Background: an optimization exercise with open tools, aiming at small area, a short achievable clock period and few clock cycles per item. Do not read the settings as production practice. Only simulation tests tie the RTL to the original design; equivalence was not proved.

[flow/run.sh]
#!/bin/bash
# synth_recipe.tcl (not shown) runs the flow's synth.tcl, then flattens the netlist and writes it again
# the make line also repeats each setting of config.mk as NAME=value (left out here)
make -C /OpenROAD-flow-scripts/flow DESIGN_CONFIG=/design/flow/config.mk WORK_HOME=/design/flow/orfs CLKGATE_MAP_FILE= SYNTH_SCRIPT=/design/flow/synth_recipe.tcl finish
[flow/config.mk]
export PLATFORM = sky130hd
export DESIGN_NAME = casio_core
export DESIGN_NICKNAME = casio_core
export VERILOG_FILES = /design/flow/design.v
export SDC_FILE = /design/flow/constraint.sdc
export NUM_CORES = 4
export LEC_CHECK = 0
export CAP_MARGIN = 20
export CORE_MARGIN = 2
export CORE_UTILIZATION = 40
export PLACE_DENSITY = 0.6
export SLEW_MARGIN = 20
[flow/constraint.sdc]
create_clock -name core_clock -period 42.0 [get_ports {clk}]
set_input_delay 8.4000 -clock core_clock [delete_from_list [all_inputs] [get_ports {clk}]]
set_output_delay 8.4000 -clock core_clock [all_outputs]
set_load 0.01 [all_outputs]
[flow/design.v]
module casio_tdiv #(
    parameter STEPS = 4,
    parameter NCYC  = 5                  
) (
    input  wire        clk,
    input  wire        rst,
    input  wire        start,
    input  wire [15:0] adj_new,
    input  wire [15:0] adj,
    output wire        busy,
    output wire        busy_n,           
    output wire [19:0] t_mag             
);
    reg [19:0] nq;
    reg [14:0] rem;
    reg [2:0]  cnt;
    wire        neg = adj[15];
    wire [16:0] opd = {1'b1, adj ^ {16{~neg}}};
    reg [19:0] nq_s;
    reg [15:0] sh;
    reg [16:0] dif;
    reg [14:0] rem_s;
    integer    j;
    always @* begin
        nq_s  = nq;
        rem_s = rem;
        for (j = 0; j < STEPS; j = j + 1) begin
            sh  = {rem_s, nq_s[19]};
            dif = {1'b0, sh} + opd + {16'd0, ~neg};
            nq_s = {nq_s[18:0], ~dif[16]};
            rem_s = dif[16] ? sh[14:0] : dif[14:0];
        end
    end
    assign busy   = (cnt != 3'd0);
    assign busy_n = start | (cnt > 3'd1);
    assign t_mag  = nq;
    always @(posedge clk) begin
        if (rst) begin
            cnt <= 3'd0;
        end else if (start) begin
            cnt <= NCYC[2:0];
        end else if (busy) begin
            cnt <= cnt - 3'd1;
        end
        if (start) begin
            nq  <= {~adj_new[15], {6{adj_new[15]}}, adj_new[14:2]};
            rem <= 15'd0;
        end else if (busy) begin
            nq  <= nq_s;
            rem <= rem_s;
        end
    end
endmodule
module casio_arbiter (
    input  wire [127:0] act,
    input  wire [1:0]   elevel,      
    input  wire         mie,         
    input  wire         miblk,       
    output reg          sel_valid,
    output reg  [6:0]   sel,
    output reg  [1:0]   level
);
    wire       sw_any, mi_any;
    wire [5:0] sw_idx, mi_idx;
    casio_lowest u_sw (.x(act[127:64]),        .any(sw_any), .idx(sw_idx));
    casio_lowest u_mi (.x({act[63:4], 4'd0}), .any(mi_any), .idx(mi_idx));
    always @* begin
        sel_valid = 1'b1;
        sel       = 7'd0;
        level     = 2'd0;
        if (act[0]) begin
            sel   = 7'd0;
            level = 2'd0;
        end else if (sw_any) begin
            sel   = {1'b1, sw_idx};
            level = 2'd1;
        end else if (act[2]) begin
            sel   = 7'd2;
            level = 2'd3;
        end else if (act[1]) begin
            sel   = 7'd1;
            level = 2'd2;
        end else if (act[3] && elevel != 2'd3) begin
            sel   = 7'd3;
            level = 2'd2;
        end else if (mie && !miblk && !elevel[1] && mi_any) begin
            sel   = {1'b0, mi_idx};
            level = 2'd1;
        end else begin
            sel_valid = 1'b0;
        end
    end
endmodule
module casio_lowest (
    input  wire [63:0] x,
    output wire        any,
    output wire [5:0]  idx
);
    wire [31:0] a1;  wire [31:0] i1;
    wire [15:0] a2;  wire [31:0] i2;
    wire [7:0]  a3;  wire [23:0] i3;
    wire [3:0]  a4;  wire [15:0] i4;
    wire [1:0]  a5;  wire [9:0]  i5;
    genvar g;
    generate
        for (g = 0; g < 32; g = g + 1) begin : l1
            assign a1[g] = x[2*g] | x[2*g+1];
            assign i1[g] = ~x[2*g];
        end
        for (g = 0; g < 16; g = g + 1) begin : l2
            assign a2[g]       = a1[2*g] | a1[2*g+1];
            assign i2[2*g+1:2*g] = a1[2*g] ? {1'b0, i1[2*g]} : {1'b1, i1[2*g+1]};
        end
        for (g = 0; g < 8; g = g + 1) begin : l3
            assign a3[g]         = a2[2*g] | a2[2*g+1];
            assign i3[3*g+2:3*g] = a2[2*g] ? {1'b0, i2[4*g+1:4*g]} : {1'b1, i2[4*g+3:4*g+2]};
        end
        for (g = 0; g < 4; g = g + 1) begin : l4
            assign a4[g]         = a3[2*g] | a3[2*g+1];
            assign i4[4*g+3:4*g] = a3[2*g] ? {1'b0, i3[6*g+2:6*g]} : {1'b1, i3[6*g+5:6*g+3]};
        end
        for (g = 0; g < 2; g = g + 1) begin : l5
            assign a5[g]         = a4[2*g] | a4[2*g+1];
            assign i5[5*g+4:5*g] = a4[2*g] ? {1'b0, i4[8*g+3:8*g]} : {1'b1, i4[8*g+7:8*g+4]};
        end
    endgenerate
    assign any = a5[0] | a5[1];
    assign idx = a5[0] ? {1'b0, i5[4:0]} : {1'b1, i5[9:5]};
endmodule
module casio_core (
    input  wire        clk,
    input  wire        rst,             
    input  wire        cmd_valid,
    output wire        cmd_ready,
    input  wire [31:0] cmd,
    input  wire [1:0]  core_elevel,     
    input  wire        core_mie,        
    output reg         rsp_valid,
    output reg         rsp_exc,         
    output reg  [1:0]  rsp_exc_level,
    output reg  [6:0]  rsp_exc_index,
    output reg         rsp_diag,        
    output reg         rsp_step,        
    output reg         rsp_busmiss,     
    output reg  [7:0]  rsp_rdata,       
    output reg  [4:0]  rsp_ticks,       
    output reg  [7:0]  rsp_hsedge,
    output reg  [7:0]  rsp_lsedge,
    output wire [7:0]  rsp_hsout,       
    output wire [7:0]  rsp_lsout,       
    output wire [1:0]  rsp_runmode,     
    output wire [2:0]  rsp_fatal        
);
    localparam N = 21;
    localparam W = N + 1;
    localparam RUNNING = 2'd2;
    reg [127:0] act_q;
    reg [W-1:0] ie_q, irq_q;
    reg [W-1:1] len_q;
    reg         miblk_q;
    reg [1:0]   runmode_q;
    reg [7:0]   blkcon_q;
    reg [2:0]   fatal_q;
    reg [3:0]   osccfg_q;
    reg [15:0]  adj_q;
    reg [5:0]   hscnt_q;
    reg         syscnt_q;
    reg [6:0]   hssub_q;
    reg [7:0]   hsout_q;
    reg [2:0]   lscnt_q;                
    reg [1:0]   lslen_q;                
    reg [18:0]  lstc_q;                 
    reg [1:0]   lscorr_q;               
    reg [6:0]   lssub_q;
    reg [7:0]   lsout_q;
    reg         rstlsreq_q, rsthsreq_q;
    assign rsp_hsout   = hsout_q;
    assign rsp_lsout   = lsout_q;
    assign rsp_runmode = runmode_q;
    assign rsp_fatal   = fatal_q;
    reg         rdy_q;                  
    reg         v1_q;
    reg [31:0]  c1_q;
    reg [1:0]   el1_q;
    reg         mie1_q;
    assign cmd_ready = rdy_q;
    wire stall = ~rdy_q;                
    wire ex    = v1_q & rdy_q;          
    wire        adj_wr;
    reg  [15:0] adj_n;
    wire        dv_busy, dv_busy_n;
    wire [19:0] t_mag;
    casio_tdiv u_tdiv (
        .clk(clk), .rst(rst), .start(adj_wr), .adj_new(adj_n), .adj(adj_q),
        .busy(dv_busy), .busy_n(dv_busy_n), .t_mag(t_mag)
    );
    wire t_zero = (adj_q == 16'd0);
    wire t_neg  = adj_q[15];
    wire        arb_valid;
    wire [6:0]  arb_sel;
    wire [1:0]  arb_level;
    casio_arbiter u_arb (
        .act(act_q), .elevel(el1_q), .mie(mie1_q), .miblk(miblk_q),
        .sel_valid(arb_valid), .sel(arb_sel), .level(arb_level)
    );
    wire [7:0]  op   = c1_q[31:24];
    wire [15:0] addr = c1_q[23:8];
    wire [7:0]  data = c1_q[7:0];
    wire [6:0]  idx  = c1_q[14:8];
    wire fmt_n  = (c1_q[23:0] == 24'd0);
    wire fmt_l  = (addr[15:7] == 9'd0) && (data == 8'd0);
    wire fmt_lb = (addr[15:7] == 9'd0) && (data[7:1] == 7'd0);
    wire fmt_r  = (data == 8'd0);
    wire fmt_m  = (addr == 16'd0) && (data[7:2] == 6'd0);
    wire fmt_f  = (addr == 16'd0) && (data[7:1] == 7'd0);
    wire idx_mi   = (idx >= 7'd4) && (idx <= 7'd63);
    wire idx_sw   = idx[6];
    wire idx_line = (idx >= 7'd4) && (idx <= 7'd3 + N);
    wire en = ex && (fatal_q == 3'd0);
    reg [2:0] fcode;
    always @* begin
        fcode = 3'd0;
        case (op)
        8'h01, 8'h02, 8'h03, 8'h04, 8'h10, 8'h11, 8'h12, 8'h13, 8'h18, 8'h1A:
            if (!fmt_n) fcode = 3'd4;
        8'h14, 8'h19: if (!fmt_l) fcode = 3'd4; else if (!idx_mi) fcode = 3'd1;
        8'h15:        if (!fmt_l) fcode = 3'd4; else if (!idx_sw) fcode = 3'd3;
        8'h20:        if (!fmt_lb) fcode = 3'd4; else if (!idx_line) fcode = 3'd5;
        8'h21, 8'h22: if (!fmt_l) fcode = 3'd4; else if (!idx_line) fcode = 3'd5;
        8'h30: fcode = 3'd0;
        8'h31: if (!fmt_r) fcode = 3'd4;
        8'h40: if (!fmt_m || data[1:0] == 2'd3) fcode = 3'd4;
        8'h41: if (!fmt_f) fcode = 3'd4;
        default: fcode = 3'd4;
        endcase
    end
    wire go = en && (fcode == 3'd0);
    wire o_cycle  = go && op == 8'h01;
    wire o_rst    = go && (op == 8'h02 || (op == 8'h03 && el1_q[1]));
    wire o_brk1   = go && ((op == 8'h03 && !el1_q[1]) || op == 8'h11);
    wire o_accept = go && op == 8'h04;
    wire o_r0     = go && op == 8'h10;
    wire o_r2     = go && op == 8'h12;
    wire o_r3     = go && op == 8'h13;
    wire o_set    = go && (op == 8'h14 || op == 8'h15);
    wire o_clrnmi = go && op == 8'h18;
    wire o_clr    = go && (op == 8'h19 || op == 8'h22);
    wire o_reqnmi = go && op == 8'h1A;
    wire o_len    = go && op == 8'h20;
    wire o_try    = go && op == 8'h21;
    wire o_lclr   = go && op == 8'h22;
    wire o_wr     = go && op == 8'h30;
    wire o_rd     = go && op == 8'h31;
    wire o_mode   = go && op == 8'h40;
    wire o_miblk  = go && op == 8'h41;
    wire a_osc  = (addr == 16'hF002);
    wire a_lsr  = (addr == 16'hF00A);
    wire a_hsr  = (addr == 16'hF00B);
    wire a_adj0 = (addr == 16'hF00C);
    wire a_adj1 = (addr == 16'hF00D);
    wire a_ie   = (addr[15:2] == 14'h3C04) && (addr[1:0] != 2'd3);
    wire a_irq  = (addr[15:2] == 14'h3C05) && (addr[1:0] != 2'd3);
    wire a_blk  = (addr == 16'hF028);
    wire a_hit  = a_osc | a_lsr | a_hsr | a_adj0 | a_adj1 | a_ie | a_irq | a_blk;
    wire deliver = (o_cycle | o_accept) & arb_valid;
    assign adj_wr = o_wr & (a_adj0 | a_adj1);
    wire [6:0]   ix = (op[2:0] == 3'd1 || op[2:0] == 3'd4) && op[7:4] == 4'd0 ? arb_sel : idx;
    wire [7:0]   dhi = 8'd1 << ix[6:4];
    wire [15:0]  dlo = 16'd1 << ix[3:0];
    wire [127:0] hit;
    genvar g;
    generate
        for (g = 0; g < 128; g = g + 1) begin : dec
            assign hit[g] = dhi[g / 16] & dlo[g % 16];
        end
    endgenerate
    wire [W-1:0] wv_base = a_ie ? ie_q : irq_q;
    wire [W-1:0] wv = {
        addr[1:0] == 2'd2 ? data[5:0] : wv_base[21:16],
        addr[1:0] == 2'd1 ? data      : wv_base[15:8],
        addr[1:0] == 2'd0 ? data      : wv_base[7:0]};
    wire w_ie  = o_wr & a_ie;
    wire w_irq = o_wr & a_irq;
    reg [127:0] act_n;
    reg [W-1:0] ie_n, irq_n;
    reg [W-1:1] len_n;
    integer k;
    always @* begin
        ie_n  = ie_q;
        irq_n = irq_q;
        len_n = len_q;
        for (k = 0; k < 128; k = k + 1)
            act_n[k] = (act_q[k] & ~(hit[k] & (o_clr | deliver))) | (hit[k] & o_set);
        for (k = 4; k <= 3 + N; k = k + 1) begin
            if (hit[k] & o_try) begin
                irq_n[k - 3] = 1'b1;
                if (len_q[k - 3]) act_n[k] = 1'b1;
            end
            if (hit[k] & (o_lclr | deliver)) irq_n[k - 3] = 1'b0;
            if (hit[k] & o_len) len_n[k - 3] = data[0];
            if (w_irq) act_n[k] = wv[k - 3] ? (act_q[k] | len_q[k - 3]) : 1'b0;
        end
        if (hit[3] & deliver) irq_n[0] = 1'b0;
        if (o_r0) act_n[0] = 1'b1;
        if (o_brk1) act_n[1] = 1'b1;
        if (o_r2) act_n[2] = 1'b1;
        if (o_r3) act_n[3] = 1'b1;
        if (o_clrnmi) act_n[3] = 1'b0;
        if (o_reqnmi) begin
            irq_n[0] = 1'b1;
            if (ie_q[0]) act_n[3] = 1'b1;
        end
        if (w_ie) begin
            ie_n  = wv;
            len_n = wv[W-1:1];
            act_n[3] = wv[0] ? (act_q[3] | irq_q[0]) : 1'b0;
        end
        if (w_irq) begin
            irq_n = wv;
            act_n[3] = wv[0] ? (act_q[3] | ie_q[0]) : 1'b0;
        end
        if (o_rst) begin
            ie_n  = {W{1'b0}};
            irq_n = {W{1'b0}};
            len_n = {N{1'b0}};
            act_n = 128'd1;
        end
    end
    reg [5:0]  hscnt_n;
    reg        syscnt_n;
    reg [6:0]  hssub_n;
    reg [7:0]  hsout_n;
    reg [2:0]  lscnt_n;
    reg [1:0]  lslen_n;
    reg [18:0] lstc_n;
    reg [1:0]  lscorr_n;
    reg [6:0]  lssub_n;
    reg [7:0]  lsout_n;
    reg        rstlsreq_n, rsthsreq_n;
    reg        tickhs, ticksys, tickls;
    reg [7:0]  hsedge, lsedge;
    reg [19:0] lstc_i;
    reg        hs_hit;
    always @* begin
        hscnt_n    = hscnt_q;
        syscnt_n   = syscnt_q;
        hssub_n    = hssub_q;
        hsout_n    = hsout_q;
        lscnt_n    = lscnt_q;
        lslen_n    = lslen_q;
        lstc_n     = lstc_q;
        lscorr_n   = lscorr_q;
        lssub_n    = lssub_q;
        lsout_n    = lsout_q;
        rstlsreq_n = rstlsreq_q;
        rsthsreq_n = rsthsreq_q;
        tickhs  = 1'b0;
        ticksys = 1'b0;
        tickls  = 1'b0;
        hsedge  = 8'd0;
        lsedge  = 8'd0;
        lstc_i  = {1'b0, lstc_q} + 20'd1;
        case (osccfg_q[2:0])
        3'd0:    hs_hit = 1'b1;
        3'd1:    hs_hit = hscnt_q[5:1] != 5'd0 || hscnt_q[0];
        3'd2:    hs_hit = hscnt_q[5:2] != 4'd0 || &hscnt_q[1:0];
        3'd3:    hs_hit = hscnt_q[5:3] != 3'd0 || &hscnt_q[2:0];
        3'd4:    hs_hit = hscnt_q[5:4] != 2'd0 || &hscnt_q[3:0];
        3'd5:    hs_hit = hscnt_q[5]           || &hscnt_q[4:0];
        default: hs_hit = &hscnt_q[5:0];
        endcase
        if (o_cycle) begin
            rstlsreq_n = 1'b0;
            rsthsreq_n = 1'b0;
            hscnt_n = hscnt_q + 6'd1;
            if (hs_hit) begin
                tickhs   = 1'b1;
                hscnt_n  = 6'd0;
                ticksys  = syscnt_q;
                syscnt_n = ~syscnt_q;
                if (!rsthsreq_q) begin
                    hssub_n = hssub_q + 7'd1;
                    if (hssub_q == 7'd127) begin
                        hsout_n = hsout_q + 8'd1;
                        hsedge  = hsout_q & ~hsout_n;
                    end
                end
            end
            if (osccfg_q[3]) begin
                if (t_zero) begin
                    lstc_n = 19'd0;
                end else if (!dv_busy && lstc_i >= t_mag) begin
                    lscorr_n = t_neg ? 2'b01 : 2'b11;
                    lstc_n   = 19'd0;
                end else begin
                    lstc_n = lstc_i[18:0];
                end
                lscnt_n = lscnt_q + 3'd1;
                if (lscnt_q == 3'd3 + {lslen_q[1], lslen_q}) begin
                    tickls   = 1'b1;
                    lscnt_n  = 3'd0;
                    lslen_n  = lscorr_n;
                    lscorr_n = 2'b00;
                    if (!rstlsreq_q) begin
                        lssub_n = lssub_q + 7'd1;
                        if (lssub_q == 7'd127) begin
                            lsout_n = lsout_q + 8'd1;
                            lsedge  = lsout_q & ~lsout_n;
                        end
                    end
                end
            end
        end
        if (o_wr && a_lsr) begin
            lscnt_n    = 3'd0;
            lslen_n    = 2'b00;
            lstc_n     = 19'd0;
            lscorr_n   = 2'b00;
            lssub_n    = 7'd0;
            lsout_n    = 8'd0;
            rstlsreq_n = 1'b1;
        end
        if (o_wr && a_hsr) begin
            hscnt_n    = 6'd0;
            hssub_n    = 7'd0;
            hsout_n    = 8'd0;
            rsthsreq_n = 1'b1;
        end
    end
    reg [1:0] runmode_n;
    reg [7:0] rdata;
    always @* begin
        adj_n = adj_q;
        if (o_wr && a_adj0) adj_n[7:0]  = data;
        if (o_wr && a_adj1) adj_n[15:8] = data;
        runmode_n = runmode_q;
        if (o_mode) runmode_n = data[1:0];
        if (deliver) runmode_n = RUNNING;
        rdata = 8'd0;
        if (o_rd) begin
            case (addr)
            16'hF002: rdata = {4'd0, osccfg_q};
            16'hF00A: rdata = lsout_q;
            16'hF00B: rdata = hsout_q;
            16'hF00C: rdata = adj_q[7:0];
            16'hF00D: rdata = adj_q[15:8];
            16'hF010: rdata = ie_q[7:0];
            16'hF011: rdata = ie_q[15:8];
            16'hF012: rdata = {2'd0, ie_q[21:16]};
            16'hF014: rdata = irq_q[7:0];
            16'hF015: rdata = irq_q[15:8];
            16'hF016: rdata = {2'd0, irq_q[21:16]};
            16'hF028: rdata = blkcon_q;
            default:  rdata = 8'd0;
            endcase
        end
    end
    wire [2:0] fatal_n = en ? fcode : fatal_q;
    wire        v1_n     = rdy_q ? cmd_valid : v1_q;
    wire        cyc1_n   = rdy_q ? (cmd[31:24] == 8'h01) : 1'b1;
    wire        osc3_n   = (o_wr && a_osc) ? data[3] : osccfg_q[3];
    wire        need_n   = osc3_n && (adj_n != 16'd0) && (fatal_n == 3'd0) &&
                           (lstc_n >= 19'd14);
    wire        rdy_n    = ~(v1_n & cyc1_n & dv_busy_n & need_n);
    always @(posedge clk) begin
        if (rst) begin
            act_q      <= 128'd1;
            ie_q       <= {W{1'b0}};
            irq_q      <= {W{1'b0}};
            len_q      <= {N{1'b0}};
            miblk_q    <= 1'b0;
            runmode_q  <= RUNNING;
            blkcon_q   <= 8'd0;
            fatal_q    <= 3'd0;
            osccfg_q   <= 4'd0;
            adj_q      <= 16'd0;
            hscnt_q    <= 6'd0;
            syscnt_q   <= 1'b0;
            hssub_q    <= 7'd0;
            hsout_q    <= 8'd0;
            lscnt_q    <= 3'd0;
            lslen_q    <= 2'b00;
            lstc_q     <= 19'd0;
            lscorr_q   <= 2'b00;
            lssub_q    <= 7'd0;
            lsout_q    <= 8'd0;
            rstlsreq_q <= 1'b0;
            rsthsreq_q <= 1'b0;
            rsp_valid  <= 1'b0;
            v1_q       <= 1'b0;
            rdy_q      <= 1'b1;
        end else begin
            act_q      <= act_n;
            ie_q       <= ie_n;
            irq_q      <= irq_n;
            len_q      <= len_n;
            if (o_miblk) miblk_q <= data[0];
            runmode_q  <= runmode_n;
            if (o_wr && a_blk) blkcon_q <= data;
            fatal_q    <= fatal_n;
            if (o_wr && a_osc) osccfg_q <= data[3:0];
            adj_q      <= adj_n;
            hscnt_q    <= hscnt_n;
            syscnt_q   <= syscnt_n;
            hssub_q    <= hssub_n;
            hsout_q    <= hsout_n;
            lscnt_q    <= lscnt_n;
            lslen_q    <= lslen_n;
            lstc_q     <= lstc_n;
            lscorr_q   <= lscorr_n;
            lssub_q    <= lssub_n;
            lsout_q    <= lsout_n;
            rstlsreq_q <= rstlsreq_n;
            rsthsreq_q <= rsthsreq_n;
            rsp_valid  <= ex;
            v1_q       <= v1_n;
            rdy_q      <= rdy_n;
        end
        if (rdy_q) begin
            c1_q   <= cmd;
            el1_q  <= core_elevel;
            mie1_q <= core_mie;
        end
    end
    always @(posedge clk) begin
        rsp_exc       <= deliver;
        rsp_exc_level <= deliver ? arb_level : 2'd0;
        rsp_exc_index <= deliver ? arb_sel : 7'd0;
        rsp_diag      <= deliver && arb_sel[6] && el1_q[1];
        rsp_step      <= (runmode_n == RUNNING) && ticksys;
        rsp_busmiss   <= (o_wr || o_rd) && !a_hit;
        rsp_rdata     <= rdata;
        rsp_ticks     <= o_cycle ? {rstlsreq_q, rsthsreq_q, tickls, ticksys, tickhs} : 5'd0;
        rsp_hsedge    <= hsedge;
        rsp_lsedge    <= lsedge;
    end
endmodule
==> summary.md, run 1 <==
| Metric | Value |
|---|---|
| Status | `finished clean` |
| Final Max Slew Viols | `0` |
| Largest net degree at the start of global routing | `72` |
| CP Data Required Time | `42.48 ns` |
| Fin cells | `3866` |
| Die height | `250 um` |
| Final HPWL DP | `65.8 mm` |
| Clock Skews | `0.0233 ns` |
| Crit path arrival time | `11.62 ns` |
| Crit-path slowest cell | `dfxtp_1` |
| Number of flops mapped to enable cells by yosys | `55` |
| Post-Syn Area | `0.0242 mm^2` |
| CTS tree | `built` |
| Met1 WL | `36.7 mm` |
| Reg clk slew, reported paths | `0.06 ns` |
| NumNets Final | `3188` |
| Most common flop cell mapped by yosys | `dfxtp_1` |
| Synth unique cells | `95` |
| Core area | `0.0600 mm^2` |
| Sequential area share after synthesis | `36.2%` |
| DRC Markers | `0` |
| Fin. Hold Viols | `0` |
| Via density | `6.08` |
| Share of layout cells above drive strength 1 | `6.75%` |
| First-pass GRT wire length | `136 mm` |
| WL/cell | `23.2 um` |
| Design area | `0.0276 mm^2` |
| Max Clk Rate | `89.8 MHz` |
| Placed cell count | `3772` |
| Drt total wl | `89.7 mm` |
| DR vias | `23500` |
| TNS Setup | `0 ns` |
| Ys Warns | `3` |
| Port bufs | `102` |
| GR Overflow Total | `0` |
| R2R cell count | `41` |
| Hold_buf cts | `0` |
| Root buf cell | `clkbuf_16` |
| Syn Inst Count | `2996` |
| Total GRT Usage | `27.9%` |
| DR pass1 iterations | `6` |
| # rows | `90` |
| P&R area growth vs syn | `14.1%` |
| Io pins | `103` |
| Placed cell area | `0.0259 mm^2` |
| Worst hold stages | `2` |
| Crit path time final | `11.13 ns` |
| # Max-Cap Violations | `0` |
| Hold path start | `blkcon_q[4]` |
| Setup violators final | `0` |
| Syn nets | `3142` |
| Mapped Avg Cell Area | `8.07 um^2` |
| Clock Sinks | `410` |
| Cts bufs inserted | `50` |
| CTS H-tree depth | `2` |
| Gpl congestion | `0.952` |
| Crit end category | `flip-flop` |
| Cell seen most often among critical-path stages | `a21oi_1` |
| Die area | `0.0625 mm^2` |
| Hold slack | `0.456 ns` |
| Worst slew margin | `20.4%` |
| Clk Latency, worst-skew pair | `0.61 ns` |
| Post-DRT Antenna Nets | `0` |
| Fin crit share | `26.5%` |
| DR WL met3 | `5.55 mm` |
| Worst Max-Slew Pin Slew | `1.19 ns` |
| Setup crit start kind | `flip-flop` |
| Post-synth ARST share | `0%` |
| Reg-to-Reg Start | `adj_q[15]` |
| Post-CTS Setup Inserts | `0` |
| Initial Util | `40.3%` |
| Critical Path Source | `adj_q[15]` |
| Critical Path Fanout Max | `29` |
| Worst min path class | `flip-flop to flip-flop` |
| Post_cts resized | `0` |
| Unrepaired setup endpoints after global routing | `false` |
| Initial antenna violation count | `1` |
| Top Layer Used | `met4` |
| Die X | `250 um` |
| WL met2 | `41.8 mm` |
| #FFs+latches synth | `410` |
| Clk buf depth | `3` |
| CP peak stage delay | `0.88 ns` |
| Iteration-0 DRC Markers | `2170` |
| Vias in the first global route | `22800` |
| WS Path Type | `flip-flop to flip-flop` |
==> cell usage in the layout (no fill, tap or decap), types with 14 or more instances in the layout <==
cell type and instances:
a31oi_1 26, edfxtp_1 55, dfxtp_1 354, and3_1 48, nor3_1 66, clkdlybuf4s50_1 101
or3_1 28, nand3_1 78, nand2_1 318, o31ai_1 19, clkbuf_16 51, o21ai_0 261
buf_4 46, xnor2_1 75, or4_1 14, a21oi_1 317, nor2b_1 26, a21o_1 18
and2_1 30, mux2i_1 112, o211ai_1 36, nand2b_1 38, xor2_1 28, nor4_1 41
ha_1 104, nand4_1 35, inv_1 87, mux2_2 22, o22ai_1 23, nor2_1 306
a211oi_1 30
==> critical path, delay by kind of cell (launching register included) <==
kind	cells	cell delay [ns]
buf+inv	3	0.54
compound gates	20	4.83
xor+xnor	1	0.32
simple gates	11	2.36
flops	1	0.88
mux	2	0.60
fa+ha+maj	4	1.44
==> synth_stat cells, types with 22 or more instances <==
library cell	count	area, um^2
mux2_2	22	248
nor4_1	41	257
xor2_1	28	245
nand2b_1	38	238
nor2_1	307	1150
inv_1	87	327
nand4_1	35	219
a31oi_1	26	163
and2_1	30	188
or3_1	28	175
nand2_1	318	1190
o21ai_0	262	1310
clkbuf_1	120	450
a21oi_1	317	1590
o211ai_1	36	270
nor2b_1	26	163
mux2i_1	112	1120
nand3_1	78	390
nor3_1	69	345
ha_1	104	1300
edfxtp_1	55	1650
o22ai_1	23	144
a211oi_1	30	225
xnor2_1	75	657
and3_1	48	300
dfxtp_1	355	7110
==> path summary, 6_finish.rpt <==
path / slack (ns) / to
max: 30.87 / u_tdiv.rem[11]
min reg2reg: 0.46 / blkcon_q[4]
min: 0.46 / blkcon_q[4]
max reg2reg: 30.87 / u_tdiv.rem[11]
==> kinds of logic after synthesis <==
kind of cell               synth area share, %
DFF                                       36.2
and+or+nand+nor                           22.6
muxes                                     5.66
xor gates and xnor gates                  3.73
AOI/OAI and AO/OA                         22.1
adders and majority gates                 5.71
buffers and inverters                     3.95
==> sequential cells by signal, summed over array words and instances (netlist names), 4 cells and up <==
register,cells
lsout_q,8
rsp_rdata,8
rsp_ticks,5
hscnt_q,6
rsp_hsedge,8
c1_q,32
lstc_q,19
rsp_lsedge,8
blkcon_q,8
u_tdiv.nq,20
osccfg_q,4
lssub_q,7
hssub_q,7
act_q,128
u_tdiv.rem,15
irq_q,22
hsout_q,8
adj_q,16
ie_q,22
rsp_exc_index,7
len_q,21
==> layer usage <==
| layer | vias to the layer above | track usage (%) |
|---|---|---|
| li1 | 11000 | - |
| met1 | 11300 | 34.5 |
| met2 | 947 | 46.3 |
| met3 | 271 | 3.74 |
| met4 | 0 | 17.1 |
| met5 | - | 0 |
==> layout make-up <==
type / instances / area, um^2
timing repair buffer: 148 / 1360
clock buffer: 73 / 1460
sequential: 410 / 8760
clock inverter: 20 / 201
tap: 782 / 978
multi-input combinational: 2345 / 14500
fill: 5993 / 32400
antenna: 1 / 2.50
inverter: 87 / 327
==> stage by stage <==
step	utilization [%]	worst slack, ns
after floorplan	-	32.09
after global placement	43.2	30.94
after detailed placement	43.2	30.98
after CTS	46.0	31.09
after global routing	46.0	30.03
final	46.0	30.87
Testbench counts, summed over its fixed seeds: cycles 32,570, items 32,000.
==> run 2: changes to the inputs <==
--- a/flow/design.v
+++ b/flow/design.v
@@ -1,6 +1,6 @@
 module casio_tdiv #(
-    parameter STEPS = 4,
-    parameter NCYC  = 5                  
+    parameter STEPS = 2,
+    parameter NCYC  = 10                 
 ) (
     input  wire        clk,
     input  wire        rst,
@@ -13,7 +13,7 @@
 );
     reg [19:0] nq;
     reg [14:0] rem;
-    reg [2:0]  cnt;
+    reg [4:0]  cnt;
     wire        neg = adj[15];
     wire [16:0] opd = {1'b1, adj ^ {16{~neg}}};
     reg [19:0] nq_s;
@@ -31,16 +31,16 @@
             rem_s = dif[16] ? sh[14:0] : dif[14:0];
         end
     end
-    assign busy   = (cnt != 3'd0);
-    assign busy_n = start | (cnt > 3'd1);
+    assign busy   = (cnt != 5'd0);
+    assign busy_n = start | (cnt > 5'd1);
     assign t_mag  = nq;
     always @(posedge clk) begin
         if (rst) begin
-            cnt <= 3'd0;
+            cnt <= 5'd0;
         end else if (start) begin
-            cnt <= NCYC[2:0];
+            cnt <= NCYC[4:0];
         end else if (busy) begin
-            cnt <= cnt - 3'd1;
+            cnt <= cnt - 5'd1;
         end
         if (start) begin
             nq  <= {~adj_new[15], {6{adj_new[15]}}, adj_new[14:2]};
@@ -178,20 +178,22 @@
     assign rsp_lsout   = lsout_q;
     assign rsp_runmode = runmode_q;
     assign rsp_fatal   = fatal_q;
-    reg         rdy_q;                  
+    reg         rst_q;
+    reg         pre_q;
+    reg         x_q;
     reg         v1_q;
     reg [31:0]  c1_q;
     reg [1:0]   el1_q;
     reg         mie1_q;
-    assign cmd_ready = rdy_q;
-    wire stall = ~rdy_q;                
-    wire ex    = v1_q & rdy_q;          
+    wire stall = pre_q & x_q;
+    assign cmd_ready = ~stall;
+    wire ex    = v1_q & ~stall;         
     wire        adj_wr;
     reg  [15:0] adj_n;
     wire        dv_busy, dv_busy_n;
     wire [19:0] t_mag;
     casio_tdiv u_tdiv (
-        .clk(clk), .rst(rst), .start(adj_wr), .adj_new(adj_n), .adj(adj_q),
+        .clk(clk), .rst(rst_q), .start(adj_wr), .adj_new(adj_n), .adj(adj_q),
         .busy(dv_busy), .busy_n(dv_busy_n), .t_mag(t_mag)
     );
     wire t_zero = (adj_q == 16'd0);
@@ -456,14 +458,12 @@
         end
     end
     wire [2:0] fatal_n = en ? fcode : fatal_q;
-    wire        v1_n     = rdy_q ? cmd_valid : v1_q;
-    wire        cyc1_n   = rdy_q ? (cmd[31:24] == 8'h01) : 1'b1;
-    wire        osc3_n   = (o_wr && a_osc) ? data[3] : osccfg_q[3];
-    wire        need_n   = osc3_n && (adj_n != 16'd0) && (fatal_n == 3'd0) &&
-                           (lstc_n >= 19'd14);
-    wire        rdy_n    = ~(v1_n & cyc1_n & dv_busy_n & need_n);
+    wire osc3_n = (o_wr && a_osc) ? data[3] : osccfg_q[3];
+    wire pre_n  = dv_busy_n && osc3_n && (adj_n != 16'd0) && (fatal_n == 3'd0) &&
+                  (lstc_n >= 19'd14);
     always @(posedge clk) begin
-        if (rst) begin
+        rst_q <= rst;
+        if (rst_q) begin
             act_q      <= 128'd1;
             ie_q       <= {W{1'b0}};
             irq_q      <= {W{1'b0}};
@@ -486,9 +486,7 @@
             lsout_q    <= 8'd0;
             rstlsreq_q <= 1'b0;
             rsthsreq_q <= 1'b0;
-            rsp_valid  <= 1'b0;
-            v1_q       <= 1'b0;
-            rdy_q      <= 1'b1;
+            pre_q      <= 1'b0;
         end else begin
             act_q      <= act_n;
             ie_q       <= ie_n;
@@ -512,11 +510,20 @@
             lsout_q    <= lsout_n;
             rstlsreq_q <= rstlsreq_n;
             rsthsreq_q <= rsthsreq_n;
-            rsp_valid  <= ex;
-            v1_q       <= v1_n;
-            rdy_q      <= rdy_n;
+            pre_q      <= pre_n;
+        end
+        if (rst) begin
+            rsp_valid <= 1'b0;
+            v1_q      <= 1'b0;
+            x_q       <= 1'b0;
+        end else begin
+            rsp_valid <= ex;
+            if (!stall) begin
+                v1_q <= cmd_valid;
+                x_q  <= cmd_valid && cmd[31:24] == 8'h01;
+            end
         end
-        if (rdy_q) begin
+        if (!stall) begin
             c1_q   <= cmd;
             el1_q  <= core_elevel;
             mie1_q <= core_mie;
==> run 2 against run 1 <==
Compared with the run above: still clean; die area shrank 5.7%; sequential share of layout area grew 2.2 points; final area shrank 5.8%; count of clock-buffer cells in the layout is the same; via count shrank 6.7%; critical path type is now flip-flop to primary output.
==> summary.md, run 2 <==
| Metric | Value |
|---|---|
| Post_cts resized | `0 (unchanged)` |
| PnR worst setup slack | `31.89 ns (+1.02 ns)` |
| DR vias | `21900 (-6.7%)` |
| Setup crit start kind | `flip-flop` |
| # Max-Cap Violations | `0 (unchanged)` |
| CP peak stage delay | `0.60 ns (-0.28 ns)` |
| Worst path depth | `1 (-98%)` |
| Worst hold stages | `2 (unchanged)` |
| Hold path start | `v1_q` |
| # rows | `87 (-3.3%)` |
| CTS H-tree depth | `2 (unchanged)` |
| Final HPWL DP | `58.8 mm (-11%)` |
| Post-CTS Setup Inserts | `0 (unchanged)` |
| Vias in the first global route | `21000 (-7.9%)` |
| Reg-to-Reg Start | `adj_q[15]` |
| Core area | `0.0564 mm^2 (-6.1%)` |
| DR pass1 iterations | `6 (unchanged)` |
| Capture point of the worst reg-to-reg path | `u_tdiv.rem[0]` |
| Max Clk Rate | `98.9 MHz (+10%)` |
| Clk Latency, worst-skew pair | `0.60 ns (about the same)` |
| Root buf cell | `clkbuf_16` |
| Ys Warns | `3 (unchanged)` |
| Leading area contributor after synthesis | `dfxtp_1` |
| Top cells by count, synth | `dfxtp_1, nand2_1, a21oi_1` |
| P&R area growth vs syn | `14.1% (about the same)` |
| CTS tree | `built` |
| Io pins | `103 (unchanged)` |
| NumNets Final | `2958 (-7.2%)` |
| Crit-path cells | `clkdlybuf4s50_1` |
| Hold endpoint | `v1_q` |
| CP delay by family, top | `buffers and inverters` |
| Syn Inst Count | `2809 (-6.2%)` |
| Crit path time final | `10.11 ns (-1.02 ns)` |
| Synth area leaders | `dfxtp_1, edfxtp_1, a21oi_1` |
| Post-Syn Area | `0.0228 mm^2 (-5.8%)` |
| Critical Path Fanout Max | `7 (-76%)` |
| Post-synth ARST share | `0% (unchanged)` |
| Largest net degree at the start of global routing | `91 (+26%)` |
| Port bufs | `102 (unchanged)` |
| Final Max Slew Viols | `0 (unchanged)` |
| Pre-CTS WS | `32.00 ns (+1.02 ns)` |
| Cts bufs inserted | `48 (-4.0%)` |
| Worst min path class | `flip-flop to flip-flop` |
| Setup violators final | `0 (unchanged)` |
| GR Overflow Total | `0 (unchanged)` |
| Sequential area share after synthesis | `38.8% (+2.6 points)` |
| Die X | `243 um (-2.9%)` |
| Syn nets | `2924 (-6.9%)` |
| Reg clk slew, reported paths | `0.06 ns (about the same)` |
| Clock Sinks | `414 (+0.98%)` |
| Clk buf depth | `3 (unchanged)` |
| Fin. Hold Viols | `0 (unchanged)` |
| Count leader, synth | `dfxtp_1` |
| Die height | `243 um (-2.9%)` |
| Fin crit share | `24.1% (-2.4 points)` |
| Worst slew margin | `25.6% (+5.1 points)` |
| Number of flops mapped to enable cells by yosys | `55 (unchanged)` |
| Unrepaired setup endpoints after global routing | `false` |
| Share of layout cells above drive strength 1 | `6.11% (-0.64 points)` |
| Top reg by flops | `act_q` |
| Post-DRT Antenna Nets | `0 (unchanged)` |
| Clock Skews | `0.0386 ns (+0.0154 ns)` |
| #FFs+latches synth | `414 (+0.98%)` |
| Number of buffers and inverters on the critical path | `1 (-2)` |
| Crit end category | `primary output` |
| WS Path Type | `flip-flop to primary output` |
| Crit-path slowest cell | `clkdlybuf4s50_1` |
| R2R cell count | `24 (-41%)` |
| Synth unique cells | `103 (+8.4%)` |
| TNS Setup | `0 ns (unchanged)` |
| Drt total wl | `80.8 mm (-9.9%)` |
| Commonest non-fill, non-tap cell in the layout | `dfxtp_1` |
| Layout fillers | `5559 (-7.2%)` |
| CP Data Required Time | `33.60 ns (-8.88 ns)` |
| Initial antenna violation count | `2 (+1)` |
| Reg2reg setup slack | `35.44 ns (+4.57 ns)` |
| Mapped Avg Cell Area | `8.12 um^2 (+0.52%)` |
| Most common flop cell mapped by yosys | `dfxtp_1` |
| Total GRT Usage | `26.6% (-1.3 points)` |
| Iteration-0 DRC Markers | `2310 (+6.5%)` |
| Via density | `6.03 (-0.84%)` |
| First-pass GRT wire length | `124 mm (-8.7%)` |
| DRC Markers | `0 (unchanged)` |
| Commonest cells after routing, fill and taps aside | `dfxtp_1, nand2_1, a21oi_1, nor2_1, o21ai_0` |
| Worst Max-Slew Pin Slew | `1.11 ns (-0.0765 ns)` |
| Hold_buf cts | `0 (unchanged)` |
| WL/cell | `22.2 um (-4.3%)` |
| Initial Util | `40.4% (+0.13 points)` |
| Gpl congestion | `0.951 (-0.11%)` |
| Regs by FF count | `act_q x128, c1_q x32` |
| Final Util | `46.1% (+0.15 points)` |
| Max reg flops | `128 (unchanged)` |
| Crit path arrival time | `1.71 ns (-9.91 ns)` |
| Share of the synthesized area in the top cell type | `31.5% (+2.1 points)` |
| Status | `finished clean` |
| Die area | `0.0589 mm^2 (-5.7%)` |
[run 2: how the worst max path moves through the flow]
stage                     from      endpoint  slack [ns]
floorplan                  x_q     cmd_ready       32.44
global placement       cmd[29]           x_q       32.05
detailed placement     cmd[29]           x_q       32.00
CTS                 lsout_q[0]  rsp_lsout[0]       31.88
global route        lsout_q[0]  rsp_lsout[0]       31.85
finish              lsout_q[0]  rsp_lsout[0]       31.89
[run 2: final cells by class]
type                       instances  area, um^2  share of cell area [%]
antenna                            1        2.50                 0.00962
clock buffer                      73        1390                    5.33
clock inverter                    14         158                   0.606
inverter                          71         267                    1.02
multi-input combinational       2170       13100                    50.5
sequential                       414        8840                    34.0
tap                              756         946                    3.64
timing repair buffer             138        1290                    4.96
[run 2: layer usage]
| layer | global-route usage, % | vias up | wire length [um] |
|---|---|---|---|
| met4 | 15.2 | 0 | 4710 |
| met5 | 0 | - | 0 |
| met2 | 44.9 | 923 | 38500 |
| met3 | 3.95 | 225 | 5400 |
| li1 | - | 10300 | - |
| met1 | 32.3 | 10500 | 32200 |
[run 2: logic make-up (layout without fill, tap and decap cells)]
family | count (synthesis) | count (layout) | synth area share [%]
fa+ha+maj | 78 | 78 | 4.34
mux | 95 | 95 | 4.20
simple gates | 1100 | 1100 | 23.7
buf+inv | 225 | 296 | 3.92
flops | 414 | 414 | 38.8
other cells | 0 | 1 | 0
compound gates | 818 | 818 | 22.1
xor+xnor | 79 | 79 | 3.03
[run 2: metrics by stage]
step	cells	hold WS [ns]	area, um^2
floorplan	2809	0.433	22800
global placement	3549	0.459	24500
detailed placement	3549	0.469	24500
CTS	3636	0.475	26000
global route	3636	0.502	26000
finish	3637	0.478	26000
Testbench counts of run 2, summed over its fixed seeds: cycles 33,404, items 32,000.
==> run 3: changes to the inputs <==
--- a/flow/config.mk
+++ b/flow/config.mk
@@ -7,6 +7,6 @@
 export LEC_CHECK = 0
 export CAP_MARGIN = 20
 export CORE_MARGIN = 2
-export CORE_UTILIZATION = 40
-export PLACE_DENSITY = 0.6
+export CORE_UTILIZATION = 70
+export PLACE_DENSITY = 0.8
 export SLEW_MARGIN = 20
==> run 3 against run 2 <==
Compared with the run above: still clean on timing, DRC and antenna; maximum frequency shrank 6.2%; count of clock-buffer cells in the layout shrank 9; synthesized area is the same; hold slack is essentially flat; sequential share of layout area grew 0.59 points; synthesized cell count is the same; die area shrank 42%; global-route usage grew 19 points; utilization grew 33 points; clock skew shrank 0.026 ns; critical path depth grew 1; critical endpoint is now cmd_ready.
==> summary.md, run 3 <==
| Metric | Value |
|---|---|
| # Max-Cap Violations | `0 (unchanged)` |
| Synth area leaders | `dfxtp_1, edfxtp_1, a21oi_1` |
| Total GRT Usage | `45.2% (+19 points)` |
| First-pass GRT wire length | `119 mm (-3.7%)` |
| Syn nets | `2924 (unchanged)` |
| Drt total wl | `78.6 mm (-2.8%)` |
| Io pins | `103 (unchanged)` |
| Cts bufs inserted | `44 (-8.3%)` |
| Worst slew margin | `18.3% (-7.3 points)` |
| Worst min path class | `flip-flop to flip-flop` |
| Clock Sinks | `414 (unchanged)` |
| Die height | `184 um (-24%)` |
| Most common flop cell mapped by yosys | `dfxtp_1` |
| Mapped Avg Cell Area | `8.12 um^2 (unchanged)` |
| Setup crit start kind | `flip-flop` |
| Core area | `0.0323 mm^2 (-43%)` |
| Top cells by count, synth | `dfxtp_1, nand2_1, a21oi_1` |
| Reg clk slew, reported paths | `0.06 ns (about the same)` |
| GR Overflow Total | `0 (unchanged)` |
| Fin crit share | `25.7% (+1.6 points)` |
| Setup violators final | `0 (unchanged)` |
| NumNets Final | `2950 (-0.27%)` |
| Status | `finished clean` |
| Post-DRT Antenna Nets | `0 (unchanged)` |
| Commonest cells after routing, fill and taps aside | `dfxtp_1, nand2_1, a21oi_1, nor2_1, o21ai_0` |
| # rows | `66 (-24%)` |
| Count leader, synth | `dfxtp_1` |
| Top reg by flops | `act_q` |
| Iteration-0 DRC Markers | `3520 (+52%)` |
| Max reg flops | `128 (unchanged)` |
| Clk Latency, worst-skew pair | `0.57 ns (-0.03 ns)` |
| Unrepaired setup endpoints after global routing | `false` |
| Crit path time final | `10.77 ns (+0.664 ns)` |
| Share of layout cells above drive strength 1 | `6.07% (-0.044 points)` |
| Crit end category | `primary output` |
| P&R area growth vs syn | `12.2%` |
| Commonest non-fill, non-tap cell in the layout | `dfxtp_1` |
| Post-synth ARST share | `0% (unchanged)` |
| Clk buf depth | `3 (unchanged)` |
| WS Path Type | `flip-flop to primary output` |
| CTS tree | `built` |
| Crit path arrival time | `2.37 ns (+0.66 ns)` |
| DR pass1 iterations | `11 (+5)` |
| TNS Setup | `0 ns (unchanged)` |
| Fin. Hold Viols | `0 (unchanged)` |
| CP Data Required Time | `33.60 ns (about the same)` |
| Synth unique cells | `103 (unchanged)` |
| Layout fillers | `2241 (-60%)` |
| Ys Warns | `3 (unchanged)` |
| Post_cts resized | `0 (unchanged)` |
| Syn Inst Count | `2809 (unchanged)` |
| Largest net degree at the start of global routing | `69 (-24%)` |
| Root buf cell | `clkbuf_16` |
| Vias in the first global route | `21500 (+2.7%)` |
| Die area | `0.0340 mm^2 (-42%)` |
| Initial Util | `70.6% (+30 points)` |
| Final Max Slew Viols | `0 (unchanged)` |
| WL/cell | `23.7 um (+6.9%)` |
| Hold_buf cts | `0 (unchanged)` |
| Final HPWL DP | `55.2 mm (-6.1%)` |
| Post-Syn Area | `0.0228 mm^2 (unchanged)` |
| Post-CTS Setup Inserts | `0 (unchanged)` |
| Register area | `0.00884 mm^2 (about the same)` |
| Gpl congestion | `1.01 (+6.3%)` |
| Clock Skews | `0.0124 ns (-0.0263 ns)` |
| Worst Max-Slew Pin Slew | `1.22 ns (+0.109 ns)` |
| Share of the synthesized area in the top cell type | `31.5% (unchanged)` |
| Via density | `6.97 (+16%)` |
| CTS H-tree depth | `2 (unchanged)` |
| Max Clk Rate | `92.8 MHz (-6.2%)` |
| Final Util | `79.2% (+33 points)` |
| Critical Path Fanout Max | `39 (+32)` |
| Number of flops mapped to enable cells by yosys | `55 (unchanged)` |
| Die X | `184 um (-24%)` |
| DRC Markers | `0 (unchanged)` |
| Port bufs | `102 (unchanged)` |
| Regs by FF count | `act_q x128, c1_q x32` |
| DR vias | `23100 (+5.2%)` |
| Sequential area share after synthesis | `38.8% (unchanged)` |
| Antenna cells | `0 (-1)` |
| #FFs+latches synth | `414 (unchanged)` |
| Leading area contributor after synthesis | `dfxtp_1` |
| Initial antenna violation count | `1 (-1)` |
| Area of the multi-input gates | `0.0131 mm^2 (about the same)` |
run 3: cell types whose count changed in the layout (fill, tap and decap cells not counted), moves of 3 or more:
cell / change
buf_4: -5
clkbuf_1: -11
clkbuf_16: -3
clkbuf_8: +5
run 3: critical path, stage by stage (launching register included):
cell             delay, ns
dfxtp_1               0.32
nand2_2               0.76
clkdlybuf4s50_1       0.70
run 3: kinds of logic after synthesis:
logic type | share of synthesized area, %
flip-flops | 38.8
AND/OR/NAND/NOR | 23.7
AO/OA/AOI/OAI | 22.1
adder cells (fa/ha/maj) | 4.34
XOR/XNOR | 3.03
multiplexers | 4.20
buffers and inverters | 3.92
run 3: stage by stage:
| step | cells | worst slack, ns | instance area (um^2) | hold WS (ns) |
|---|---|---|---|---|
| global route | 3310 | 31.17 | 25600 | 0.496 |
| detailed placement | 3231 | 31.85 | 24000 | 0.470 |
| CTS | 3310 | 31.25 | 25600 | 0.479 |
| floorplan | 2809 | 32.44 | 22800 | 0.433 |
| global placement | 3230 | 31.89 | 24000 | 0.461 |
| finish | 3310 | 31.23 | 25600 | 0.478 |
run 3: metal layers:
layer | track usage (%) | share of wire (%) | routed length [um] | vias up
li1 | - | - | - | 10300
met1 | 55.5 | 36 | 28500 | 10700
met2 | 71.2 | 44 | 34500 | 1700
met3 | 9.19 | 12 | 9260 | 403
met4 | 32.0 | 8.0 | 6260 | 0
met5 | 0 | 0 | 0 | -
run 3: layout make-up:
| class | instances | area share [%] |
|---|---|---|
| Timing Repair Buffer | 134 | 4.92 |
| Tap cell | 442 | 2.16 |
| Multi-Input combinational cell | 2170 | 51.3 |
| Clock buffer | 64 | 5.24 |
| Clock inverter | 15 | 0.749 |
| Sequential cell | 414 | 34.6 |
| Inverter | 71 | 1.04 |
run 3: path summary, 6_finish.rpt:
path | start | to | slack [ns] | depth (start not counted)
hold / removal | v1_q | v1_q | 0.48 | 2
hold reg to reg | v1_q | v1_q | 0.48 | 2
setup reg to reg | adj_q[15] | u_tdiv.nq[0] | 34.74 | 22
setup / recovery | pre_q | cmd_ready | 31.23 | 2
==> run 4: changes to the inputs <==
--- a/flow/design.v
+++ b/flow/design.v
@@ -1,6 +1,6 @@
 module casio_tdiv #(
     parameter STEPS = 2,
-    parameter NCYC  = 10                 
+    parameter S1 = 6, parameter S2 = 10, parameter S3 = 14
 ) (
     input  wire        clk,
     input  wire        rst,
@@ -11,6 +11,10 @@
     output wire        busy_n,           
     output wire [19:0] t_mag             
 );
+    localparam [4:0] C0 = (20 + STEPS - 1) / STEPS;
+    localparam [4:0] C1 = (20 - S1 + STEPS - 1) / STEPS;
+    localparam [4:0] C2 = (20 - S2 + STEPS - 1) / STEPS;
+    localparam [4:0] C3 = (20 - S3 + STEPS - 1) / STEPS;
     reg [19:0] nq;
     reg [14:0] rem;
     reg [4:0]  cnt;
@@ -31,6 +35,11 @@
             rem_s = dif[16] ? sh[14:0] : dif[14:0];
         end
     end
+    wire [19:0] num = {~adj_new[15], {6{adj_new[15]}}, adj_new[14:2]};
+    wire [15:0] mg  = adj_new ^ {16{adj_new[15]}};     
+    wire ge3 = mg[14:S3] != 0;
+    wire ge2 = mg[14:S2] != 0;
+    wire ge1 = mg[14:S1] != 0;
     assign busy   = (cnt != 5'd0);
     assign busy_n = start | (cnt > 5'd1);
     assign t_mag  = nq;
@@ -38,13 +47,24 @@
         if (rst) begin
             cnt <= 5'd0;
         end else if (start) begin
-            cnt <= NCYC[4:0];
+            cnt <= ge3 ? C3 : ge2 ? C2 : ge1 ? C1 : C0;
         end else if (busy) begin
             cnt <= cnt - 5'd1;
         end
         if (start) begin
-            nq  <= {~adj_new[15], {6{adj_new[15]}}, adj_new[14:2]};
-            rem <= 15'd0;
+            if (ge3) begin
+                nq  <= num << S3;
+                rem <= num >> (20 - S3);
+            end else if (ge2) begin
+                nq  <= num << S2;
+                rem <= num >> (20 - S2);
+            end else if (ge1) begin
+                nq  <= num << S1;
+                rem <= num >> (20 - S1);
+            end else begin
+                nq  <= num;
+                rem <= 15'd0;
+            end
         end else if (busy) begin
             nq  <= nq_s;
             rem <= rem_s;
@@ -219,6 +239,7 @@
     wire idx_sw   = idx[6];
     wire idx_line = (idx >= 7'd4) && (idx <= 7'd3 + N);
     wire en = ex && (fatal_q == 3'd0);
+    wire ec = en && !x_q;               
     reg [2:0] fcode;
     always @* begin
         fcode = 3'd0;
@@ -236,8 +257,8 @@
         default: fcode = 3'd4;
         endcase
     end
-    wire go = en && (fcode == 3'd0);
-    wire o_cycle  = go && op == 8'h01;
+    wire go = ec && (fcode == 3'd0);
+    wire o_cycle  = en && x_q;
     wire o_rst    = go && (op == 8'h02 || (op == 8'h03 && el1_q[1]));
     wire o_brk1   = go && ((op == 8'h03 && !el1_q[1]) || op == 8'h11);
     wire o_accept = go && op == 8'h04;
@@ -266,7 +287,7 @@
     wire a_hit  = a_osc | a_lsr | a_hsr | a_adj0 | a_adj1 | a_ie | a_irq | a_blk;
     wire deliver = (o_cycle | o_accept) & arb_valid;
     assign adj_wr = o_wr & (a_adj0 | a_adj1);
-    wire [6:0]   ix = (op[2:0] == 3'd1 || op[2:0] == 3'd4) && op[7:4] == 4'd0 ? arb_sel : idx;
+    wire [6:0]   ix = (x_q || op == 8'h04) ? arb_sel : idx;
     wire [7:0]   dhi = 8'd1 << ix[6:4];
     wire [15:0]  dlo = 16'd1 << ix[3:0];
     wire [127:0] hit;
@@ -457,10 +478,9 @@
             endcase
         end
     end
-    wire [2:0] fatal_n = en ? fcode : fatal_q;
-    wire osc3_n = (o_wr && a_osc) ? data[3] : osccfg_q[3];
-    wire pre_n  = dv_busy_n && osc3_n && (adj_n != 16'd0) && (fatal_n == 3'd0) &&
-                  (lstc_n >= 19'd14);
+    wire [2:0] fatal_n = ec ? fcode : fatal_q;
+    wire pre_n  = dv_busy_n && (osccfg_q[3] || (o_wr && a_osc)) && (!t_zero || adj_wr) &&
+                  (lstc_q >= 19'd13);
     always @(posedge clk) begin
         rst_q <= rst;
         if (rst_q) begin
@@ -520,11 +540,11 @@
             rsp_valid <= ex;
             if (!stall) begin
                 v1_q <= cmd_valid;
-                x_q  <= cmd_valid && cmd[31:24] == 8'h01;
+                x_q  <= cmd_valid && cmd == 32'h01000000;
             end
         end
+        c1_q <= cmd;
         if (!stall) begin
-            c1_q   <= cmd;
             el1_q  <= core_elevel;
             mie1_q <= core_mie;
         end
--- a/flow/config.mk
+++ b/flow/config.mk
@@ -7,6 +7,6 @@
 export LEC_CHECK = 0
 export CAP_MARGIN = 20
 export CORE_MARGIN = 2
-export CORE_UTILIZATION = 70
-export PLACE_DENSITY = 0.8
+export CORE_UTILIZATION = 40
+export PLACE_DENSITY = 0.6
 export SLEW_MARGIN = 20
==> run 4 against run 3 <==
Compared with the run above: die area up 75%; count of clock-buffer cells in the layout increased by 4; clock skew grew 0.021 ns; synthesized cell count rose by 1.3%; still clean on timing, DRC and antenna.
==> summary.md, run 4 <==
| Metric | Value |
|---|---|
| DR vias | `22100 (-4.2%)` |
| Setup crit start kind | `flip-flop` |
| Mapped Avg Cell Area | `8.08 um^2 (-0.41%)` |
| Crit path time final | `10.27 ns (-0.503 ns)` |
| Crit-path cells | `nand2_1, clkdlybuf4s50_1` |
| Post-DRT Antenna Nets | `0 (unchanged)` |
| Crit end category | `primary output` |
| Setup violators final | `0 (unchanged)` |
| Max Clk Rate | `97.4 MHz (+4.9%)` |
| Unrepaired setup endpoints after global routing | `false` |
| Max reg flops | `128 (unchanged)` |
| Largest net degree at the start of global routing | `79 (+14%)` |
| CP Data Required Time | `33.60 ns (about the same)` |
| Via density | `6.06 (-13%)` |
| Final HPWL DP | `58.7 mm (+6.2%)` |
| Cts bufs inserted | `48 (+9.1%)` |
| Drt total wl | `82.5 mm (+4.9%)` |
| P&R area growth vs syn | `13.5%` |
| Syn nets | `2963 (+1.3%)` |
| Status | `finished clean` |
| CP delay by family, top | `buffers and inverters` |
| Worst Max-Slew Pin Slew | `1.17 ns (-0.0533 ns)` |
| Post-synth ARST share | `0% (unchanged)` |
| # rows | `87 (+32%)` |
| Top reg by flops | `act_q` |
| Post_cts resized | `0 (unchanged)` |
| First-pass GRT wire length | `126 mm (+5.5%)` |
| Post-CTS Setup Inserts | `0 (unchanged)` |
| Number of buffers and inverters on the critical path | `1 (unchanged)` |
| Clock Sinks | `414 (unchanged)` |
| Initial antenna violation count | `1 (unchanged)` |
| Fin. Hold Viols | `0 (unchanged)` |
| Share of the synthesized area in the top cell type | `32.7% (+1.2 points)` |
| NumNets Final | `2972 (+0.75%)` |
| Leading area contributor after synthesis | `dfxtp_1` |
| Syn Inst Count | `2846 (+1.3%)` |
| Vias in the first global route | `21000 (-2.4%)` |
| Initial Util | `40.6% (-30 points)` |
| Synth area leaders | `dfxtp_1, a21oi_1, o21ai_0` |
| Sequential area share after synthesis | `37.7% (-1.1 points)` |
| Worst min path class | `flip-flop to flip-flop` |
| Count leader, synth | `dfxtp_1` |
| Top cells by count, synth | `dfxtp_1, a21oi_1, nand2_1` |
| #FFs+latches synth | `414 (unchanged)` |
| Clk buf depth | `3 (unchanged)` |
| Share of layout cells above drive strength 1 | `7.19% (+1.1 points)` |
| Iteration-0 DRC Markers | `2195 (-38%)` |
| Regs by FF count | `act_q x128, c1_q x32` |
| Port bufs | `102 (unchanged)` |
| Total GRT Usage | `27.0% (-18 points)` |
| Commonest non-fill, non-tap cell in the layout | `dfxtp_1` |
| Reg2reg setup slack | `35.95 ns (+1.21 ns)` |
| Crit path arrival time | `1.87 ns (-0.50 ns)` |
| Worst hold stages | `2 (unchanged)` |
| Commonest cells after routing, fill and taps aside | `dfxtp_1, a21oi_1, nand2_1, o21ai_0, nor2_1` |
| Io pins | `103 (unchanged)` |
| Die height | `244 um (+32%)` |
| Number of flops mapped to enable cells by yosys | `38 (-31%)` |
| Synth unique cells | `104 (+0.97%)` |
| CTS H-tree depth | `2 (unchanged)` |
| DR pass1 iterations | `6 (-5)` |
| WS Path Type | `flip-flop to primary output` |
| Most common flop cell mapped by yosys | `dfxtp_1` |
| R2R cell count | `23 (+4.5%)` |
| DRC Markers | `0 (unchanged)` |
| Die X | `244 um (+32%)` |
| Core area | `0.0566 mm^2 (+75%)` |
| Gpl congestion | `0.960 (-5.1%)` |
| WL/cell | `22.6 um (-4.8%)` |
| CTS tree | `built` |
| Antenna cells | `0 (unchanged)` |
| Crit-path slowest cell | `clkdlybuf4s50_1` |
| Ys Warns | `3 (unchanged)` |
| Reg clk slew, reported paths | `0.06 ns (about the same)` |
| Clock Skews | `0.0334 ns (+0.0210 ns)` |
| Fin crit share | `24.5% (-1.2 points)` |
| Final Max Slew Viols | `0 (unchanged)` |
| CP peak stage delay | `0.61 ns (-0.15 ns)` |
| Root buf cell | `clkbuf_16` |
| Hold_buf cts | `0 (unchanged)` |
| Clk Latency, worst-skew pair | `0.62 ns (+0.05 ns)` |
| Critical Path Fanout Max | `7 (-82%)` |
| TNS Setup | `0 ns (unchanged)` |
| GR Overflow Total | `0 (unchanged)` |
| Post-Syn Area | `0.0230 mm^2 (+0.90%)` |
| Die area | `0.0594 mm^2 (+75%)` |
| Layout fillers | `5602 (+150%)` |
| Worst path depth | `2 (unchanged)` |
| Worst slew margin | `21.0% (+2.8 points)` |
| # Max-Cap Violations | `0 (unchanged)` |
## run 4: cell count changes in the layout (fill, tap and decap cells not counted), moves of 11 or more
cell and delta:
o21ai_0 +53, nand2_1 -41, a21oi_1 +33, nor3_1 -21, nand2b_1 +20, edfxtp_1 -17
nand3_1 -17, a211oi_1 -16, dfxtp_1 +16, a21o_1 -12, mux2i_1 +11
## run 4: path summary, 6_finish.rpt
check              from              to
max                 x_q       cmd_ready
min          lslen_q[1]      lslen_q[1]
max reg2reg   adj_q[15]  u_tdiv.rem[10]
min reg2reg  lslen_q[1]      lslen_q[1]
## run 4: tightest hold or removal path, stage by stage (launching register included)
cell	delay, ns
dfxtp_1	0.31
nand2_1	0.06
a21oi_1	0.05
## run 4: cell families (layout without fill, tap and decap cells)
kind of cell	count (synthesis)	count (layout)	share of synthesized area (%)
AO/OA/AOI/OAI	879	879	22.8
adder cells (fa/ha/maj)	80	80	4.41
XOR/XNOR	76	76	2.89
buffers and inverters	248	296	4.35
multiplexers	112	112	4.93
AND/OR/NAND/NOR	1037	1037	22.9
flip-flops	414	414	37.7
## run 4: cell type report
type	instances	area, um^2	share of cell area, %
Multi-Input combinational cell	2184	13400	51.3
Sequential cell	414	8670	33.2
Clock buffer	68	1410	5.40
Timing Repair Buffer	141	1310	5.03
Tap cell	756	946	3.62
Inverter	66	248	0.949
Clock inverter	21	140	0.537
## run 4: per-stage QoR
| step | setup WS, ns | utilization (%) | hold WS (ns) | instance area [um^2] | std cells |
|---|---|---|---|---|---|
| floorplan | 32.63 | - | 0.432 | 23000 | 2846 |
| global placement | 31.82 | 43.4 | 0.446 | 24500 | 3561 |
| detailed placement | 31.85 | 43.4 | 0.458 | 24500 | 3561 |
| CTS | 31.65 | 46.1 | 0.464 | 26100 | 3650 |
| global route | 31.62 | 46.1 | 0.474 | 26100 | 3650 |
| finish | 31.73 | 46.1 | 0.464 | 26100 | 3650 |
## run 4: per-layer routing
| layer | vias up | routed length (um) | GRT usage, % | part of all wire, % |
|---|---|---|---|---|
| met1 | 10600 | 34600 | 34.8 | 42 |
| met3 | 211 | 5820 | 4.42 | 7.1 |
| met2 | 946 | 37500 | 43.6 | 45 |
| met5 | - | 13 | 0 | 0.016 |
| li1 | 10400 | - | - | - |
| met4 | 2 | 4540 | 13.9 | 5.5 |
Testbench counts of run 4, summed over its fixed seeds: cycles 32,521, items 32,000.

[re-timing with driven ports]
How much do the figures lean on ideal ports? The routed layouts below were timed once more, with nothing changed but the port constraints.
Step 1 assumes that a clkbuf_16 drives the clock port and a buf_2 every other input.
Step 2 times the ports against the registers' clock, not the clock port: input delays grow and output delays shrink by t, the midpoint of the rising clock arrivals with the driver on.
Slacks: ideal / step 1 / step 2; pairs: ideal / step 1.
| run | t, ns | slack for setup (ns) | worst setup path after step 2 | clock arrival spread, ns |
|---|---|---|---|---|
| run 1 | 0.664 | 30.866 / 30.866 / 30.866 | register to register | 0.025 / 0.024 |
| run 2 | 0.647 | 31.891 / 31.827 / 31.999 | input to register | 0.038 / 0.039 |
| run 3 | 0.625 | 31.226 / 31.169 / 31.793 | register to output | 0.015 / 0.015 |
| run 4 | 0.663 | 31.730 / 31.674 / 31.737 | input to register | 0.033 / 0.033 |
After both steps setup and hold are still met in every run listed.
